This design comes from an exercise in tuning for small area on the open sky130 flow, not from production work.
In this exercise RTL edits were held to simulation tests only and were not proved equivalent to the original.
Power is estimated from default activity; no workload was simulated.

File: flow/config.mk
export PLATFORM = sky130hd
export DESIGN_NAME = cklink
export DESIGN_NICKNAME = cklink
export VERILOG_FILES = /design/flow/design.v
export SDC_FILE = /design/flow/constraint.sdc
export NUM_CORES = 4
export LEC_CHECK = 0
export CAP_MARGIN = 20
export CORE_MARGIN = 2
export CORE_UTILIZATION = 70
export CTS_BUF_LIST = sky130_fd_sc_hd__clkbuf_4
export SLEW_MARGIN = 20
File: flow/constraint.sdc
create_clock -name core_clock -period 10.0 [get_ports {clk}]
set_input_delay 2.0000 -clock core_clock [delete_from_list [all_inputs] [get_ports {clk}]]
set_output_delay 2.0000 -clock core_clock [all_outputs]
set_load 0.01 [all_outputs]
File: flow/design.v
module cklink (
    input             clk,
    input             rst,
    input             cmd_valid,
    input      [23:0] cmd_word,
    output            cmd_ready,
    output reg        rsp_valid,
    output     [15:0] rsp_word,
    output            busy,
    output            mem_req,
    output            mem_we,
    output reg [15:0] mem_addr,
    output     [7:0]  mem_wdata,
    input             mem_ack,
    input      [7:0]  mem_rdata,
    output            tx_valid,
    output reg [7:0]  tx_data,
    input             tx_ready,
    input             rx_valid,
    input      [7:0]  rx_data,
    output            rx_pop,
    input      [31:0] now_ms
);
    localparam [4:0] S_IDLE   = 5'd0,
                     S_HALT   = 5'd1,
                     S_HSDRN  = 5'd2,    
                     S_HSWAIT = 5'd3,    
                     S_HSTR   = 5'd4,    
                     S_HWAIT  = 5'd5,    
                     S_HDRN   = 5'd6,    
                     S_TINIT  = 5'd7,    
                     S_TSUM   = 5'd8,    
                     S_THDR   = 5'd9,
                     S_TSEGB  = 5'd10,
                     S_TSEGL  = 5'd11,
                     S_TPAY   = 5'd12,
                     S_TTRL   = 5'd13,
                     S_RAWAIT = 5'd14,
                     S_RHDR   = 5'd15,
                     S_RPAY   = 5'd16,
                     S_RTRL   = 5'd17,
                     S_RETRY  = 5'd18,
                     S_DRAIN  = 5'd19;
    localparam [3:0] RD_RXBASE = 4'd6, RD_RESULT = 4'd8, RD_ACC = 4'd10,
                     RD_MATCH = 4'd12, RD_FIVE = 4'd13, RD_ZERO = 4'd14,
                     RD_ONES = 4'd15;
    reg [15:0] r0, r1, r2, r3, r4, r5, r6, r7;    
    reg [15:0] result_len;
    reg [15:0] acc;
    reg [7:0]  index;
    reg        started;
    reg        match;
    reg [4:0]  st;
    reg [3:0]  rsel;        
    reg [15:0] cnt;         
    reg [1:0]  k;           
    reg [10:0] tmr;         
    reg        ms_prev;
    reg        hs;          
    reg        hs_nz;       
    wire [3:0]  cmd_op  = cmd_word[23:20];
    wire [3:0]  cmd_r   = cmd_word[19:16];
    wire [15:0] cmd_arg = cmd_word[15:0];
    assign busy      = (st != S_IDLE);
    assign cmd_ready = (st == S_IDLE) && !rsp_valid && !rst;
    wire   cmd_fire  = cmd_valid && cmd_ready;
    function [15:0] add16(input [15:0] a, input [15:0] b);
        integer i;
        reg c;
        begin
            c = 1'b0;
            for (i = 0; i < 16; i = i + 1) begin
                add16[i] = a[i] ^ b[i] ^ c;
                c = (a[i] & b[i]) | (c & (a[i] ^ b[i]));
            end
        end
    endfunction
    function [15:0] inc16(input [15:0] a);
        integer i;
        reg c;
        begin
            c = 1'b1;
            for (i = 0; i < 16; i = i + 1) begin
                inc16[i] = a[i] ^ c;
                c = c & a[i];
            end
        end
    endfunction
    function [10:0] inc11(input [10:0] a, input c0);
        integer i;
        reg c;
        begin
            c = c0;
            for (i = 0; i < 11; i = i + 1) begin
                inc11[i] = a[i] ^ c;
                c = c & a[i];
            end
        end
    endfunction
    reg [3:0] sel;
    always @(*) begin
        case (st)
            S_TSUM:  sel = hs ? RD_FIVE : {1'b0, k, 1'b1};
            S_TSEGB: sel = {1'b0, k, 1'b0};
            S_TSEGL: sel = hs ? RD_FIVE : {1'b0, k, 1'b1};
            S_RHDR:  sel = RD_RXBASE;
            S_HSWAIT, S_HSTR, S_HWAIT, S_TPAY, S_RPAY: sel = RD_ONES;
            default: sel = rsel;
        endcase
    end
    reg [15:0] rd;
    always @(*) begin
        case (sel)
            4'd0:  rd = r0;
            4'd1:  rd = r1;
            4'd2:  rd = r2;
            4'd3:  rd = r3;
            4'd4:  rd = r4;
            4'd5:  rd = r5;
            4'd6:  rd = r6;
            4'd7:  rd = r7;
            4'd8:  rd = result_len;
            4'd9:  rd = {8'h00, index};
            4'd10: rd = acc;
            4'd11: rd = {14'd0, match, started};
            4'd12: rd = {15'd0, match};
            4'd13: rd = 16'd5;
            4'd14: rd = 16'h0000;
            default: rd = 16'hFFFF;
        endcase
    end
    assign rsp_word = rd;
    wire tick = now_ms[0] ^ ms_prev;
    wire t5    = (tmr == 11'd5);
    wire t100  = (tmr == 11'd100);
    wire t250  = (tmr == 11'd250);
    wire t500  = (tmr == 11'd500);
    wire t750  = (tmr == 11'd750);
    wire t1100 = (tmr == 11'd1100);
    wire [3:0] step = cnt[3:0];
    wire [7:0] hs_byte =
        (step == 4'd15) ? 8'h03 :
        (step == 4'd12) ? 8'h72 :
        (step == 4'd11) ? 8'h75 :
        (step == 4'd10) ? 8'h6E :
        (step == 4'd9)  ? 8'h2D :
        (step == 4'd8)  ? 8'h62 :
        (step == 4'd7)  ? 8'h72 :
        (step == 4'd6)  ? 8'h69 :
        (step == 4'd5)  ? 8'h64 :
        (step == 4'd4)  ? 8'h67 :
        (step == 4'd3)  ? 8'h65 : 8'h0A;
    wire step_wait = (step[3:2] == 2'b11 && step != 4'd12) || (step == 4'd2);
    wire step_done = (step == 4'd15) ? t250 : (step == 4'd13) ? t750 : t500;
    wire [7:0] xx_byte = cnt[2] ? 8'h58 : (cnt[1] & cnt[0]) ? 8'h31 : 8'h30;
    wire cnt_zero = (cnt == 16'd0);
    wire cap_left = (result_len != r7);
    wire wr_pay   = (st == S_RPAY) && !cnt_zero && !hs && cap_left;
    assign mem_req   = ((st == S_TPAY) && !cnt_zero && !hs) || (wr_pay && rx_valid);
    assign mem_we    = (st == S_RPAY);
    assign mem_wdata = rx_data;
    assign tx_valid = (st == S_HSTR) || (st == S_THDR) || (st == S_TTRL) ||
                      ((st == S_TPAY) && !cnt_zero && (hs || mem_ack));
    always @(*) begin
        case (st)
            S_HSTR: tx_data = hs_byte;
            S_THDR: begin
                case (k)
                    2'd0:    tx_data = 8'hFF;
                    2'd1:    tx_data = index;
                    2'd2:    tx_data = cnt[15:8];
                    default: tx_data = cnt[7:0];
                endcase
            end
            S_TPAY:  tx_data = hs ? xx_byte : mem_rdata;
            default: tx_data = acc[15:8];
        endcase
    end
    wire tx_fire = tx_valid && tx_ready;
    wire drain_st = (st == S_HSDRN) || (st == S_HDRN) || (st == S_DRAIN);
    wire rx_st    = (st == S_RAWAIT) || (st == S_RHDR) || (st == S_RTRL) ||
                    ((st == S_RPAY) && !cnt_zero);
    assign rx_pop = rx_valid && (drain_st || (rx_st && (!wr_pay || mem_ack)));
    wire        cnt_load = (st == S_TSEGL) || (st == S_HSWAIT) ||
                           ((st == S_TSUM) && (hs || k == 2'd0));
    wire [15:0] cnt_sum  = add16(cnt_load ? 16'd0 : cnt, rd);
    wire tx_ck = (st == S_THDR) || (st == S_TPAY);
    wire rx_ck = (st == S_RAWAIT) || (st == S_RHDR) || (st == S_RPAY);
    wire [7:0]  ck_b   = tx_ck ? tx_data : rx_ck ? rx_data :
                         (st == S_IDLE) ? cmd_arg[7:0] : 8'h00;
    wire [15:0] ck_upd = {acc[7:0] ^ ck_b, acc[15:8]};
    wire        wr_reg = cmd_fire && (cmd_op == 4'h5);
    wire [15:0] wr_dat = cmd_arg & {16{~rst}};
    always @(posedge clk) begin
        if (rst || (wr_reg && cmd_r[2:0] == 3'd0)) r0 <= wr_dat;
        if (rst || (wr_reg && cmd_r[2:0] == 3'd1)) r1 <= wr_dat;
        if (rst || (wr_reg && cmd_r[2:0] == 3'd2)) r2 <= wr_dat;
        if (rst || (wr_reg && cmd_r[2:0] == 3'd3)) r3 <= wr_dat;
        if (rst || (wr_reg && cmd_r[2:0] == 3'd4)) r4 <= wr_dat;
        if (rst || (wr_reg && cmd_r[2:0] == 3'd5)) r5 <= wr_dat;
        if (rst || (wr_reg && cmd_r[2:0] == 3'd6)) r6 <= wr_dat;
        if (rst || (wr_reg && cmd_r[2:0] == 3'd7)) r7 <= wr_dat;
    end
    always @(posedge clk) begin
        ms_prev <= now_ms[0];
        tmr     <= inc11(tmr, tick);
        rsp_valid <= 1'b0;
        if (rst) begin
            result_len <= 16'h0;
            acc        <= 16'hAAAA;
            index      <= 8'h00;
            started    <= 1'b0;
            match      <= 1'b0;
            st         <= S_IDLE;
        end else begin
            case (st)
                S_IDLE: if (cmd_fire) begin
                    rsel      <= RD_ZERO;
                    rsp_valid <= 1'b1;
                    case (cmd_op)
                        4'h1: acc <= 16'hAAAA;
                        4'h2: acc <= ck_upd;
                        4'h3: rsel <= RD_ACC;
                        4'h4: begin
                            match <= (acc == cmd_arg);
                            rsel  <= RD_MATCH;
                        end
                        4'h6: rsel <= cmd_r;
                        4'h7: begin
                            rsp_valid <= 1'b0;
                            hs        <= 1'b0;
                            st        <= S_TINIT;
                        end
                        4'h8: if (!started) begin
                            rsp_valid <= 1'b0;
                            started   <= 1'b1;
                            st        <= S_HSDRN;
                        end
                        default: ;
                    endcase
                end
                S_HSDRN: if (!rx_valid) begin
                    tmr <= 11'd0;
                    st  <= S_HSWAIT;
                end
                S_HSWAIT: if (t1100) begin
                    cnt <= cnt_sum;              
                    st  <= rx_valid ? S_HSDRN : S_HSTR;
                end
                S_HSTR: if (tx_ready) begin
                    if (step_wait) begin
                        tmr <= 11'd0;
                        st  <= S_HWAIT;
                    end else begin
                        cnt <= cnt_sum;
                    end
                end
                S_HWAIT: if (step_done) begin
                    cnt <= cnt_sum;
                    st  <= (step == 4'd2) ? S_HDRN : S_HSTR;
                end
                S_HDRN: if (!rx_valid) begin
                    hs <= 1'b1;
                    st <= S_TINIT;
                end
                S_TINIT: begin
                    acc <= 16'hAAAA;
                    k   <= 2'd0;
                    st  <= S_TSUM;
                end
                S_TSUM: begin
                    cnt <= cnt_sum;
                    k   <= k + 2'd1;
                    if (hs || k == 2'd2) begin
                        k  <= 2'd0;
                        st <= S_THDR;
                    end
                end
                S_THDR: if (tx_ready) begin
                    acc <= ck_upd;
                    k   <= k + 2'd1;             
                    if (k == 2'd3) st <= hs ? S_TSEGL : S_TSEGB;
                end
                S_TSEGB: begin
                    mem_addr <= rd;
                    st       <= S_TSEGL;
                end
                S_TSEGL: begin
                    cnt <= cnt_sum;
                    st  <= S_TPAY;
                end
                S_TPAY: begin
                    if (cnt_zero) begin
                        k <= k + 2'd1;
                        if (hs || k == 2'd2) begin
                            k  <= 2'd0;
                            st <= S_TTRL;
                        end else begin
                            st <= S_TSEGB;
                        end
                    end else if (tx_fire) begin
                        acc      <= ck_upd;
                        cnt      <= cnt_sum;
                        mem_addr <= inc16(mem_addr);
                    end
                end
                S_TTRL: if (tx_ready) begin
                    acc <= ck_upd;              
                    k   <= k + 2'd1;
                    if (k[0]) begin
                        acc <= 16'hAAAA;        
                        tmr <= 11'd0;
                        st  <= S_RAWAIT;
                    end
                end
                S_RAWAIT: begin
                    if (rx_valid) begin
                        tmr <= 11'd0;
                        acc <= ck_upd;
                        k   <= 2'd0;
                        st  <= (rx_data == 8'hFF) ? S_RHDR : S_RETRY;
                    end else if (t100) begin
                        tmr <= 11'd0;
                        st  <= S_RETRY;
                    end
                end
                S_RHDR: begin
                    if (rx_valid) begin
                        tmr <= 11'd0;
                        acc <= ck_upd;
                        k   <= k + 2'd1;         
                        cnt <= {cnt[7:0], rx_data};
                        if (k == 2'd0) begin
                            if (rx_data != index) st <= S_RETRY;
                        end else if (k == 2'd2) begin
                            mem_addr <= rd;      
                            if (!hs) result_len <= 16'h0;
                            st       <= S_RPAY;
                        end
                    end else if (t5) begin
                        tmr <= 11'd0;
                        st  <= S_RETRY;
                    end
                end
                S_RPAY: begin
                    if (cnt_zero) begin
                        k  <= 2'd0;
                        st <= S_RTRL;
                    end else if (rx_pop) begin
                        tmr <= 11'd0;
                        acc <= ck_upd;
                        cnt <= cnt_sum;
                        k   <= 2'd0;
                        if (hs && k == 2'd3) hs_nz <= (rx_data != 8'h00);
                        if (wr_pay) begin
                            mem_addr   <= inc16(mem_addr);
                            result_len <= inc16(result_len);
                        end
                    end else if (!rx_valid && t5) begin
                        tmr <= 11'd0;
                        st  <= S_RETRY;
                    end
                end
                S_RTRL: begin
                    if (rx_valid) begin
                        tmr <= 11'd0;
                        acc <= ck_upd;              
                        if (k == 2'd0) begin
                            k <= (rx_data == acc[15:8]) ? 2'd1 : 2'd2;
                        end else if (k == 2'd1 && rx_data == acc[15:8]) begin
                            index <= inc16({8'h00, index}) & 8'hFF;
                            if (hs) begin
                                rsel <= RD_ZERO;
                                if (hs_nz) st <= S_HALT;
                                else begin
                                    st        <= S_IDLE;
                                    rsp_valid <= 1'b1;
                                end
                            end else begin
                                rsel      <= RD_RESULT;
                                st        <= S_IDLE;
                                rsp_valid <= 1'b1;
                            end
                        end else begin
                            st <= S_RETRY;
                        end
                    end else if (t5) begin
                        tmr <= 11'd0;
                        st  <= S_RETRY;
                    end
                end
                S_RETRY: if (t100) st <= S_DRAIN;
                S_DRAIN: if (!rx_valid) st <= S_TINIT;
                default: ;    
            endcase
        end
    end
endmodule
File: flow/run.sh
#!/bin/bash
# synth_recipe.tcl (not shown) runs the flow's synth.tcl, then flattens the netlist and writes it again
# the make line also repeats each setting of config.mk as NAME=value (left out here)
make -C /OpenROAD-flow-scripts/flow DESIGN_CONFIG=/design/flow/config.mk WORK_HOME=/design/flow/orfs CLKGATE_MAP_FILE= SYNTH_SCRIPT=/design/flow/synth_recipe.tcl finish
==> results of run 1 <==
[registers in the layout, summed over array words and instances, names as in the netlist]
name        cells
acc            16
cnt            16
hs              1
hs_nz           1
index           8
k               2
match           1
mem_addr       16
ms_prev         1
r0             16
r1             16
r2             16
r3             16
r4             16
r5             16
r6             16
r7             16
result_len     16
rsel            4
rsp_valid       1
st              5
started         1
tmr            11
[placed cells by master, fill, tap and decap left out, types with 15 or more instances in the layout]
cell,netlist,routed
a21oi_1,86,86
a221oi_1,20,20
a22o_1,19,19
a31oi_1,20,20
and2_1,21,21
buf_4,11,58
clkbuf_4,0,85
clkdlybuf4s50_1,0,100
dfxtp_1,60,60
edfxtp_1,168,168
ha_1,49,49
inv_1,35,35
mux2i_1,20,20
nand2_1,148,148
nand2b_1,15,15
nand3_1,59,59
nand4_1,18,18
nor2_1,106,104
nor2b_1,26,26
nor3_1,35,34
nor4_1,21,20
o21ai_0,47,47
xnor2_1,28,28
xor2_1,37,37
[cell type report]
class                   count  area share
inverters                  36     0.00852
flip-flops and latches    228       0.394
repair buffers            160      0.0921
multi-input cells        1019       0.439
clock inverters            15     0.00568
diodes                      1    0.000158
clock buffers              85      0.0402
well taps                 265      0.0209
[Yosys cell counts (5+ instances only)]
cell | instances | area share
a211o_1 | 5 | 0.0032
a211oi_1 | 9 | 0.0049
a21oi_1 | 86 | 0.031
a221oi_1 | 20 | 0.013
a22o_1 | 19 | 0.012
a22oi_1 | 13 | 0.0071
a311oi_1 | 6 | 0.0038
a31oi_1 | 20 | 0.0091
and2_1 | 21 | 0.0095
and3_1 | 11 | 0.0050
buf_1 | 6 | 0.0016
buf_2 | 32 | 0.012
buf_4 | 11 | 0.0060
clkbuf_1 | 58 | 0.016
dfxtp_1 | 60 | 0.087
edfxtp_1 | 168 | 0.37
fa_1 | 14 | 0.020
ha_1 | 49 | 0.044
inv_1 | 35 | 0.0095
mux2_2 | 11 | 0.0090
mux2i_1 | 20 | 0.015
nand2_1 | 148 | 0.040
nand2b_1 | 15 | 0.0068
nand3_1 | 59 | 0.021
nand4_1 | 18 | 0.0082
nor2_1 | 106 | 0.029
nor2b_1 | 26 | 0.012
nor3_1 | 35 | 0.013
nor3b_1 | 6 | 0.0033
nor4_1 | 21 | 0.0095
o211ai_1 | 9 | 0.0049
o21a_1 | 12 | 0.0065
o21ai_0 | 47 | 0.017
o22a_1 | 5 | 0.0032
o2bb2ai_1 | 12 | 0.0076
o31ai_1 | 10 | 0.0054
or2_2 | 5 | 0.0023
xnor2_1 | 28 | 0.018
xor2_1 | 37 | 0.024
[where the power goes]
part	internal (W)	switching, W
logic	0.000970	0.00154
clock network	0.000413	0.000385
registers	0.00122	0.000149
total	0.00261	0.00207
[through the flow]
step / utilization / hold WS, ns / area (um^2)
after global placement: 0.780 / 0.517 / 15100
after floorplan: - / 0.459 / 13800
after CTS: 0.817 / 0.549 / 15900
final: 0.818 / 0.563 / 15900
after detailed placement: 0.780 / 0.533 / 15100
after global routing: 0.818 / 0.597 / 15900
[logic make-up (layout without fill, tap and decap cells)]
group,Yosys count,after routing,synth area share
AO/OA/AOI/OAI,344,344,0.179
buffers and inverters,147,296,0.0477
XOR/XNOR,66,66,0.0425
AND/OR/NAND/NOR,513,513,0.188
multiplexers,32,32,0.0246
flip-flops,228,228,0.453
other,0,1,0
adder cells (fa/ha/maj),64,64,0.0656
[path summary, 6_finish.rpt]
kind                              from      end  slack (ns)  cells after the start
worst max register to register   st[1]  cnt[15]        0.57                     30
worst min register to register  acc[2]   acc[2]        0.56                      2
worst max-delay path             st[1]  cnt[15]        0.57                     30
worst min-delay path            acc[2]   acc[2]        0.56                      2
[routing by layer]
metal  global-route usage  vias to the layer above
met5                    0                        -
met4                0.274                        0
met3                0.131                      316
met2                0.696                     1246
met1                0.580                     5934
li1                     -                     5452
[worst reg2reg max path: cells and delay by family, from the launching register on]
kind,cells,cell delay (ns)
flip-flops,1,0.89
AND/OR/NAND/NOR,4,0.93
AO/OA/AOI/OAI,5,1.31
adder cells (fa/ha/maj),15,5.32
XOR/XNOR,1,0.14
buffers and inverters,5,0.63
==> flow_metrics.py, run 1 <==
metrics = {
    "clock_tree": {
        "insertion_delay_ns": 0.72,
        "clk_pin_slew_ns": 0.07,
        "cts_hold_buf": 0,
        "cts_root_buf": "clkbuf_4",
        "postCtsSetupBuffers": 0,
        "cts-buffers-inserted": 57,
        "clock_sinks": 228,
        "cts_tree": "built",
        "cts_buffer_depth": 3,
        "ctsResizeCount": 0,
        "cts_max_level": 2,
    },
    "placement": {
        "portBuffers": 101,
        "dp_hpwl_um": 33400,
        "placed_cells": 1708,
        "dpl_worst_slack_ns": 0.816,
        "place_congestion": 1.03,
    },
    "routing": {
        "first_iter_violations": 2188,
        "met1_length_um": 16000,
        "first_pass_iters": 6,
        "highest_layer": "met4",
        "drtAntennaViolNets": 0,
        "wl_met2_um": 20800,
        "drc_errors": 0,
        "routed_wl_um": 47400,
        "wl_per_cell_um": 26.2,
        "dr_wl_met3_um": 7010,
        "via_per_inst": 7.16,
        "vias": 12948,
    },
    "sta": {
        "drv_slew": 0,
        "clock_skew_ns": 0.0726,
        "finalSetupViolCount": 0,
        "setup_slack_ns": 0.575,
        "tightest_slew_ns": 1.11,
        "final.setup.tns_ns": 0,
        "rsz0062_at_grt": "no",
        "max_slew_margin": 0.258,
        "fmax_ghz": 0.106,
        "post-route-period-util": 0.943,
        "hold_viol": 0,
        "min_period_ns": 9.43,
    },
    "synth": {
        "netlist_area_um2": 13800,
        "synthDistinctLibCells": 102,
        "async_reset_ff_frac": 0,
        "synth_fp_nets": 1535,
        "yosys_warnings": 1,
        "synth-seq-area-share": 0.453,
        "post_synth.cell_area_avg_um2": 9.89,
        "synth_edf_count": 168,
        "synth_cells": 1394,
        "synth-seq-cells": 228,
        "ys.flop_type": "edfxtp_1",
    },
    "floorplan": {
        "die_h_um": 144,
        "io_pins": 133,
        "start_util": 0.710,
        "coreArea_um2": 19400,
        "rows": 51,
        "die-area_um2": 20800,
        "die_x_um": 144,
    },
    "power_and_ir_drop": {
        "total_power_w": 0.00468,
        "ir_drop_v": 0.000208,
        "power.density_nw_per_um2": 295,
        "p_leak_nw": 5.96,
    },
    "critical_path": {
        "path_class": "flip-flop to flip-flop",
        "start_kind": "flip-flop",
        "arrival_ns": 9.89,
        "cp_num_buf_inv": 5,
        "cp_slowest_cell": "dfxtp_1",
        "critPathMaxFanout": 24,
        "cp_slowest_stage_delay_ns": 0.89,
        "crit_family": "adder cells",
        "cp-end-kind": "flip-flop",
        "cp_common_cell": "fa_1",
        "crit_required_ns": 10.47,
    },
    "global_routing": {
        "grt_start_max_net_pins": 49,
        "grt_pass1_vias": 12395,
        "grt_pass1_wl_um": 71000,
        "gr-usage-all-layers": 0.456,
        "grt_antenna_before_repair": 1,
        "grt-ovfl-total": 0,
    },
    "cells_and_area": {
        "stdcell_count": 1809,
        "seqCellArea_um2": 6250,
        "multiInputGateArea_um2": 6960,
        "layout.nets": 1643,
        "area_growth_pct": 15.1,
        "drive_gt1_frac": 0.135,
        "fill_cells": 1167,
    },
    "hold_path": {
        "worstHoldPathType": "flip-flop to flip-flop",
    },
    "run_status": {
        "outcome": "timing/DRC/antenna clean",
    },
    "run": {
        "drv_cap": 0,
    },
}
==> run 2, diff against run 1 <==
==> flow/flow/run.sh (new file) <==
#!/bin/bash
# Standard ORFS layout (standard synthesis, floorplan, power grid and taps),
# with three changes:
#  - ports are buffered with the smallest buffer instead of clkdlybuf4s50_1,
#  - CTS uses clkbuf_4 and inserts no dummy loads,
#  - cells off the critical paths are downsized before detailed placement.
set -euo pipefail
here=$(pwd)
bash standard.sh \
  "BUFFER_PORTS_ARGS=-buffer_cell sky130_fd_sc_hd__buf_1" \
  "CTS_ARGS=-sink_clustering_enable -repair_clock_nets -dont_use_dummy_load -buf_list sky130_fd_sc_hd__clkbuf_4" \
  "PRE_DETAIL_PLACE_TCL=$here/flow/recover.tcl" \
  finish > "$here/run_standard.log" 2>&1
==> flow/flow/recover.tcl (new file) <==
# Downsize cells on paths with timing slack before detailed placement.
estimate_parasitics -placement
repair_timing -recover_power 100
==> flow/standard.sh (new file) <==
#!/bin/bash
# synth_recipe.tcl (not shown) runs the flow's synth.tcl, then flattens the netlist and writes it again
# the make line also repeats each setting of config.mk as NAME=value (left out here)
make -C /OpenROAD-flow-scripts/flow DESIGN_CONFIG=/design/flow/config.mk WORK_HOME=/design/flow/orfs CLKGATE_MAP_FILE= SYNTH_SCRIPT=/design/flow/synth_recipe.tcl "${@:-finish}"
--- a/flow/config.mk
+++ b/flow/config.mk
@@ -8,5 +8,4 @@
 export CAP_MARGIN = 20
 export CORE_MARGIN = 2
 export CORE_UTILIZATION = 70
-export CTS_BUF_LIST = sky130_fd_sc_hd__clkbuf_4
 export SLEW_MARGIN = 20
removed: flow/run.sh
==> run 2 against run 1 <==
Net effect:
- cell area is 6.3% lower
- synthesized cell count is the same
- largest cell class unchanged
- routed wire length decreased by 5.5%
- sequential cell count stayed put
- still clean on timing, DRC and antenna
- critical path depth shrank 1
- non-clock buffer count fell by 1
- die area unchanged
- sequential power about the same
- clock skew grew 0.033 ns
- global-route usage fell by 3.0 points
- cell count shrank 2.3%
- clock-buffer cell count decreased by 28
==> flow_metrics.py, run 2 <==
metrics = {
    "run_status": {
        "outcome": "timing/DRC/antenna clean",
    },
    "placement": {
        "portBuffers": 101,
        "dp_hpwl_um": 32100,
        "place_congestion": 1.05,
        "placed_area_um2": 14300,
    },
    "synth": {
        "ys.flop_type": "edfxtp_1",
        "synth-seq-cells": 228,
        "async_reset_ff_frac": 0,
        "yosys_warnings": 1,
        "synth_cells": 1394,
        "ys_top_cells_by_area": "edfxtp_1 37%, dfxtp_1 8.7%, ha_1 4.4%",
        "synth_edf_count": 168,
        "yosys.area.top_type_share": 0.366,
        "post_synth.cell_area_avg_um2": 9.89,
        "netlist_area_um2": 13800,
        "synth_common_cells": "168 x edfxtp_1, 148 x nand2_1, 106 x nor2_1",
        "synth.most_common_cell": "edfxtp_1",
        "synth-seq-area-share": 0.453,
        "synth_fp_nets": 1535,
        "synthDistinctLibCells": 102,
        "yosysTopAreaCell": "edfxtp_1",
    },
    "routing": {
        "dr_wl_met3_um": 5820,
        "highest_layer": "met4",
        "drc_errors": 0,
        "wl_per_cell_um": 25.3,
        "via_per_inst": 7.04,
        "first_iter_violations": 1882,
        "first_pass_iters": 6,
        "drtAntennaViolNets": 0,
        "vias": 12442,
        "routed_wl_um": 44800,
        "wl_met2_um": 20000,
        "met1_length_um": 16200,
    },
    "global_routing": {
        "grt_antenna_before_repair": 1,
        "grt_pass1_vias": 11378,
        "grt_pass1_wl_um": 65700,
        "gr-usage-all-layers": 0.427,
        "grt_start_max_net_pins": 49,
        "grt-ovfl-total": 0,
    },
    "power_and_ir_drop": {
        "power.density_nw_per_um2": 283,
        "ir_drop_v": 0.000166,
        "p_leak_nw": 5.47,
    },
    "clock_tree": {
        "clock_sinks": 228,
        "cts_max_level": 2,
        "cts_root_buf": "clkbuf_4",
        "clk_pin_slew_ns": 0.07,
        "cts_hold_buf": 0,
        "insertion_delay_ns": 0.71,
        "cts_buffer_depth": 3,
        "ctsResizeCount": 0,
        "cts-buffers-inserted": 57,
        "cts_tree": "built",
        "postCtsSetupBuffers": 0,
    },
    "critical_path": {
        "cp_slowest_cell": "nor3_2",
        "path_class": "flip-flop to flip-flop",
        "cp_slowest_stage_delay_ns": 0.62,
        "crit_family": "adder cells",
        "cp-end-kind": "flip-flop",
        "critPathMaxFanout": 17,
        "start_kind": "flip-flop",
        "arrival_ns": 10.08,
        "cp_num_buf_inv": 4,
        "crit_required_ns": 10.43,
        "cp_common_cell": "fa_1",
    },
    "sta": {
        "final.setup.tns_ns": 0,
        "max_slew_margin": 0.245,
        "tightest_slew_ns": 1.13,
        "post-route-period-util": 0.966,
        "fmax_ghz": 0.104,
        "finalSetupViolCount": 0,
        "fin_hold_ws_ns": 0.556,
        "min_period_ns": 9.66,
        "drv_slew": 0,
        "hold_viol": 0,
        "rsz0062_at_grt": "no",
        "clock_skew_ns": 0.106,
    },
    "cells_and_area": {
        "layout.nets": 1642,
        "final_common_cell": "edfxtp_1",
        "fill_cells": 1388,
        "drive_gt1_frac": 0.107,
        "area_growth_pct": 7.89,
        "final_cell_mix": "168 x edfxtp_1, 149 x nand2_1, 105 x nor2_1",
        "finalInstanceArea_um2": 14900,
    },
    "floorplan": {
        "die_x_um": 144,
        "die-area_um2": 20800,
        "coreArea_um2": 19400,
        "io_pins": 133,
        "start_util": 0.710,
        "die_h_um": 144,
        "rows": 51,
    },
    "run": {
        "drv_cap": 0,
    },
    "hold_path": {
        "worstHoldPathType": "flip-flop to flip-flop",
    },
}
==> run 2: path summary, 6_finish.rpt <==
path	slack [ns]	cells past startpoint	start	endpoint
hold reg to reg	0.56	2	acc[2]	acc[2]
setup / recovery	0.34	29	st[1]	cnt[15]
setup reg to reg	0.34	29	st[1]	cnt[15]
hold / removal	0.56	2	acc[2]	acc[2]
==> run 2: where the power goes <==
| group | total [W] | switching (W) | internal, W |
|---|---|---|---|
| clock network | 0.000589 | 0.000332 | 0.000257 |
| logic | 0.00225 | 0.00146 | 0.000786 |
| registers | 0.00137 | 0.000145 | 0.00122 |
| total | 0.00421 | 0.00194 | 0.00227 |
==> run 2: cell families after synthesis <==
group	count (synthesis)	synth area share
AOI/OAI and AO/OA	344	0.179
xor gates and xnor gates	66	0.0425
adders and majority gates	64	0.0656
buffers and inverters	147	0.0477
DFF	228	0.453
muxes	32	0.0246
and+or+nand+nor	513	0.188
==> run 2: routing by layer <==
metal  track usage  vias up
met1         0.557     5798
met4         0.223        0
met5             0        -
met2         0.663     1051
li1              -     5396
met3         0.106      197
==> run 2: through the flow <==
| step | setup WS [ns] | std cells | total power, W | utilization |
|---|---|---|---|---|
| after floorplan | 2.05 | 1394 | 0.00281 | - |
| after global placement | 0.953 | 1702 | 0.00350 | 0.746 |
| after detailed placement | 0.401 | 1702 | 0.00352 | 0.738 |
| after CTS | 0.456 | 1759 | 0.00409 | 0.760 |
| after global routing | 0.0330 | 1766 | 0.00442 | 0.766 |
| final | 0.344 | 1768 | 0.00421 | 0.766 |
==> run 2: cell type report <==
type / count / area, um^2 / share of cell area
multi-input cells: 1019 / 6950 / 0.467
repair buffers: 159 / 767 / 0.0516
well taps: 265 / 332 / 0.0223
clock buffers: 57 / 428 / 0.0288
flip-flops and latches: 228 / 6250 / 0.420
inverters: 36 / 135 / 0.00909
diodes: 4 / 10.0 / 0.000673
==> run 2: worst register-to-register path: cells and delay by family, from the launching register on <==
family                   cells  cell delay [ns]
buffers and inverters        4             0.67
flip-flops                   1             0.53
adder cells (fa/ha/maj)     14             5.19
AND/OR/NAND/NOR              6             1.86
AO/OA/AOI/OAI                4             1.04
XOR/XNOR                     1             0.15

what the ideal ports hide:
How much do the figures lean on ideal ports? The routed layouts below were timed once more, with nothing changed but the port constraints.
Step 1: set_driving_cell puts a clkbuf_16 on clk and a buf_2 on each other input, an assumption about the parent block.
Step 2 also shifts input and output timing later by t, the mid clock arrival at the registers, as if the neighbouring blocks saw the same clock.
Slacks: ideal ports / drivers / drivers and shift; pairs: ideal ports / drivers.
run	t (ns)	setup slack, ns	cell pins on the clock port's net
run 1	0.728	0.575 / 0.575 / 0.575	1
run 2	0.702	0.344 / 0.344 / 0.344	1
After both steps setup and hold are still met in every run listed.
